What follows belongs to an exercise in optimizing a design on an open flow for small area and a short achievable clock period; a production flow would make more cautious choices.
Only simulation tests tie the RTL to the original design; equivalence was not proved.

// fpcore
module fpcore (
    input  wire        clk,
    input  wire [2:0]  op,       
    input  wire        fmt,      
    input  wire [1:0]  rm,       
    input  wire [31:0] a,
    input  wire [31:0] b,
    output reg  [31:0] res,
    output reg         inv
);
==> module fp_unpack, before the edit <==
module fp_unpack (
    input  wire              fmt,     
    input  wire [31:0]       w,
    input  wire              flip,    
    output wire              s,
    output wire              zero,
    output wire              inf,
    output wire              nan,
    output reg  signed [9:0] x,
    output reg  [23:0]       sig
);
    wire [7:0]  f = fmt ? w[30:23] : {3'b000, w[14:10]};
    wire [22:0] t = fmt ? w[22:0]  : {w[9:0], 13'd0};
    wire        fmax  = fmt ? (&w[30:23]) : (&w[14:10]);
    wire        fzero = (f == 8'd0);
    wire        tzero = (t == 23'd0);
    assign s    = (fmt ? w[31] : w[15]) ^ flip;
    assign zero = fzero & tzero;
    assign inf  = fmax & tzero;
    assign nan  = fmax & ~tzero;
    integer i;
    reg [4:0] k;                     
    always @* begin
        k = 5'd0;
        for (i = 0; i < 23; i = i + 1)
            if (t[i]) k = 22 - i;
        if (!fzero) begin
            x   = $signed({2'b00, f});
            sig = {1'b1, t};
        end else begin
            x   = -$signed({5'd0, k});
            sig = {t, 1'b0} << k;
        end
    end
endmodule
==> module fp_fmt, before the edit <==
module fp_fmt (
    input  wire [2:0]        op,
    input  wire              fmt,
    input  wire [1:0]        rm,
    input  wire              sa, a_zero, a_inf, a_nan,
    input  wire signed [9:0] xa,
    input  wire [23:0]       ma,
    input  wire              sb, b_zero, b_inf, b_nan,
    input  wire signed [9:0] xb,
    input  wire [23:0]       mb,
    output reg               spec,
    output reg  [1:0]        cls,
    output reg               k_s,
    output reg  signed [9:0] k_be,
    output reg  [23:0]       k_m,
    output reg               k_h,
    output reg               k_st,
    output reg               inv,
    output reg               is_div   
);
    localparam [2:0] OP_PASS = 3'd0, OP_MUL = 3'd1, OP_ADD = 3'd2, OP_SUB = 3'd3, OP_DIV = 3'd4;
    localparam [1:0] RDN = 2'd3;
    localparam [1:0] C_NAN = 2'd0, C_INF = 2'd1, C_ZERO = 2'd2, C_RAW = 2'd3;
    wire sx = sa ^ sb;
    wire signed [9:0] bias = fmt ? 10'sd127 : 10'sd15;
    wire [47:0]       prod;
    fp_mul24 u_mul (.a(ma), .b(mb), .p(prod));
    wire signed [9:0] mul_x = xa + xb - bias;
    wire signed [9:0] mul_be = prod[47] ? mul_x + 10'sd1 : mul_x;
    wire [23:0]       mul_m  = prod[47] ? prod[47:24] : prod[46:23];
    wire              mul_h  = prod[47] ? prod[23] : prod[22];
    wire              mul_st = prod[47] ? (|prod[22:0]) : (|prod[21:0]);
    wire a_ge = (xa > xb) || ((xa == xb) && (ma >= mb));
    wire              s_big = a_ge ? sa : sb;
    wire signed [9:0] x_big = a_ge ? xa : xb;
    wire signed [9:0] x_sml = a_ge ? xb : xa;
    wire [23:0]       m_big = a_ge ? ma : mb;
    wire [23:0]       m_sml = a_ge ? mb : ma;
    wire [9:0]        dexp  = x_big - x_sml;
    wire              same_mag = (xa == xb) && (ma == mb);
    wire              eff_sub  = sa ^ sb;
    reg  [4:0]        dsat;
    reg  [50:0]       ext;
    reg  [26:0]       al;           
    reg  [27:0]       sum;
    reg  [4:0]        z;
    reg  [27:0]       nrm;
    reg  signed [9:0] add_be;
    reg  [23:0]       add_m;
    reg               add_h, add_st;
    integer           i;
    always @* begin
        dsat = (dexp > 10'd26) ? 5'd26 : dexp[4:0];
        ext  = {m_sml, 27'd0} >> dsat;
        al   = {ext[50:25], |ext[24:0]};
        sum  = eff_sub ? ({1'b0, m_big, 3'b000} - {1'b0, al})
                       : ({1'b0, m_big, 3'b000} + {1'b0, al});
        z = 5'd0;
        for (i = 0; i < 27; i = i + 1)
            if (sum[i]) z = 26 - i;
        nrm = sum << z;
        if (sum[27]) begin
            add_be = x_big + 10'sd1;
            add_m  = sum[27:4];
            add_h  = sum[3];
            add_st = |sum[2:0];
        end else begin
            add_be = x_big - $signed({5'd0, z});
            add_m  = nrm[26:3];
            add_h  = nrm[2];
            add_st = |nrm[1:0];
        end
    end
    wire signed [9:0] div_x  = xa - xb + bias;
    always @* begin
        spec = 1'b0; cls = C_ZERO; inv = 1'b0; is_div = 1'b0;
        k_h = 1'b0; k_st = 1'b0;
        k_s = sx; k_be = mul_be; k_m = mul_m;
        case (op)
            OP_PASS: begin
                k_s = sa; k_be = xa; k_m = ma;
                if (a_zero) begin
                    spec = 1'b1; cls = C_ZERO;
                end else if (a_inf || a_nan) begin
                    spec = 1'b1; cls = C_RAW;
                end
            end
            OP_MUL: begin
                k_h = mul_h; k_st = mul_st;
                if (a_nan || b_nan || (a_inf && b_zero) || (a_zero && b_inf)) begin
                    spec = 1'b1; cls = C_NAN;
                end else if (a_inf || b_inf) begin
                    spec = 1'b1; cls = C_INF;
                end else if (a_zero || b_zero) begin
                    spec = 1'b1; cls = C_ZERO;
                end
            end
            OP_DIV: begin
                k_be = div_x; k_m = mb; is_div = 1'b1;
                if (a_nan || b_nan || (a_zero && b_zero) || (a_inf && b_inf)) begin
                    spec = 1'b1; cls = C_NAN;
                end else if (b_zero || a_inf) begin
                    spec = 1'b1; cls = C_INF;
                end else if (a_zero || b_inf) begin
                    spec = 1'b1; cls = C_ZERO;
                end
                if (spec) is_div = 1'b0;
            end
            OP_ADD, OP_SUB: begin
                k_s = eff_sub ? s_big : sa;
                k_be = add_be; k_m = add_m; k_h = add_h; k_st = add_st;
                if (a_nan || b_nan || (a_inf && b_inf && (sa != sb))) begin
                    spec = 1'b1; cls = C_NAN;
                end else if (a_inf) begin
                    spec = 1'b1; cls = C_INF; k_s = sa;
                end else if (b_inf) begin
                    spec = 1'b1; cls = C_INF; k_s = sb;
                end else if (a_zero && b_zero) begin
                    spec = 1'b1; cls = C_ZERO; k_s = (sa == sb) ? sa : (rm == RDN);
                end else if (a_zero) begin
                    k_s = sb; k_be = xb; k_m = mb; k_h = 1'b0; k_st = 1'b0;
                end else if (b_zero) begin
                    k_s = sa; k_be = xa; k_m = ma; k_h = 1'b0; k_st = 1'b0;
                end else if (eff_sub && same_mag) begin
                    spec = 1'b1; cls = C_ZERO; k_s = (rm == RDN);
                end
            end
            default: begin
                spec = 1'b1; cls = C_ZERO; k_s = 1'b0; inv = 1'b1;
            end
        endcase
    end
endmodule
clock: 100.0 ns
lec_check: 0
cap_margin: 20
core_margin: 2
core_utilization: 40
slew_margin: 20
run.sh (not shown) runs the stock make flow with config.mk's settings and CLKGATE_MAP_FILE= SYNTH_SCRIPT=/design/flow/synth_recipe.tcl, a recipe that flattens the netlist after the stock synthesis.
Then changed:
--- a/flow/design.v
+++ b/flow/design.v
@@ -17,20 +17,24 @@
     assign s    = (fmt ? w[31] : w[15]) ^ flip;
     assign zero = fzero & tzero;
     assign inf  = fmax & tzero;
     assign nan  = fmax & ~tzero;
-    integer i;
-    reg [4:0] k;                     
+    reg [4:0]  k;
+    reg [31:0] v;
     always @* begin
+        v = {t, 9'd0};
         k = 5'd0;
-        for (i = 0; i < 23; i = i + 1)
-            if (t[i]) k = 22 - i;
+        if (v[31:16] == 16'd0) begin k[4] = 1'b1; v = {v[15:0], 16'd0}; end
+        if (v[31:24] == 8'd0)  begin k[3] = 1'b1; v = {v[23:0], 8'd0};  end
+        if (v[31:28] == 4'd0)  begin k[2] = 1'b1; v = {v[27:0], 4'd0};  end
+        if (v[31:30] == 2'd0)  begin k[1] = 1'b1; v = {v[29:0], 2'd0};  end
+        if (v[31] == 1'b0)     begin k[0] = 1'b1; v = {v[30:0], 1'b0};  end
         if (!fzero) begin
             x   = $signed({2'b00, f});
             sig = {1'b1, t};
         end else begin
             x   = -$signed({5'd0, k});
-            sig = {t, 1'b0} << k;
+            sig = v[31:8];
         end
     end
 endmodule
 module fp_finish (
@@ -156,24 +160,30 @@
     reg  [4:0]        dsat;
     reg  [50:0]       ext;
     reg  [26:0]       al;           
     reg  [27:0]       sum;
+    reg  [28:0]       sum1;
     reg  [4:0]        z;
     reg  [27:0]       nrm;
+    reg  [31:0]       nv;
     reg  signed [9:0] add_be;
     reg  [23:0]       add_m;
     reg               add_h, add_st;
     integer           i;
     always @* begin
         dsat = (dexp > 10'd26) ? 5'd26 : dexp[4:0];
         ext  = {m_sml, 27'd0} >> dsat;
         al   = {ext[50:25], |ext[24:0]};
-        sum  = eff_sub ? ({1'b0, m_big, 3'b000} - {1'b0, al})
-                       : ({1'b0, m_big, 3'b000} + {1'b0, al});
-        z = 5'd0;
-        for (i = 0; i < 27; i = i + 1)
-            if (sum[i]) z = 26 - i;
-        nrm = sum << z;
+        sum1 = {1'b0, m_big, 3'b000, 1'b1} + {eff_sub, al ^ {27{eff_sub}}, eff_sub};
+        sum  = sum1[28:1];
+        nv = {sum[26:0], 5'd0};
+        z  = 5'd0;
+        if (nv[31:16] == 16'd0) begin z[4] = 1'b1; nv = {nv[15:0], 16'd0}; end
+        if (nv[31:24] == 8'd0)  begin z[3] = 1'b1; nv = {nv[23:0], 8'd0};  end
+        if (nv[31:28] == 4'd0)  begin z[2] = 1'b1; nv = {nv[27:0], 4'd0};  end
+        if (nv[31:30] == 2'd0)  begin z[1] = 1'b1; nv = {nv[29:0], 2'd0};  end
+        if (nv[31] == 1'b0)     begin z[0] = 1'b1; nv = {nv[30:0], 1'b0};  end
+        nrm = {1'b0, nv[31:5]};
         if (sum[27]) begin
             add_be = x_big + 10'sd1;
             add_m  = sum[27:4];
             add_h  = sum[3];
What happened: Maximum frequency decreases by 5.2%; die area decreases by 1.6%; global-route usage increases by 0.67 points; clock skew decreases by 0.012 ns; area after synthesis decreases by 1.6%; core utilization hardly moves; hold slack improved by 0.0097 ns.

afterwards: timing with drivers on the ports:
No port has a modelled driver above. Below, the same layouts with a new extraction and two added sets of constraints. Step 1: set_driving_cell puts a clkbuf_16 on clk and a buf_2 on each other input, an assumption about the parent block. Step 2, shift: input delay + t, output delay - t, t = (earliest + latest rising clock arrival at the registers) / 2. This alone moves slack from input paths to output paths. Three values: ideal, step 1, step 2; two values: the first two.
run	t (ns)	slack for setup (ns)	worst setup path at the end	cell pins on the clock port's net
the first run	0.714	60.482 / 60.482 / 60.482	register to register	1
the second run	0.680	58.323 / 58.323 / 58.323	register to register	1
After both steps setup and hold are still met in every run listed.
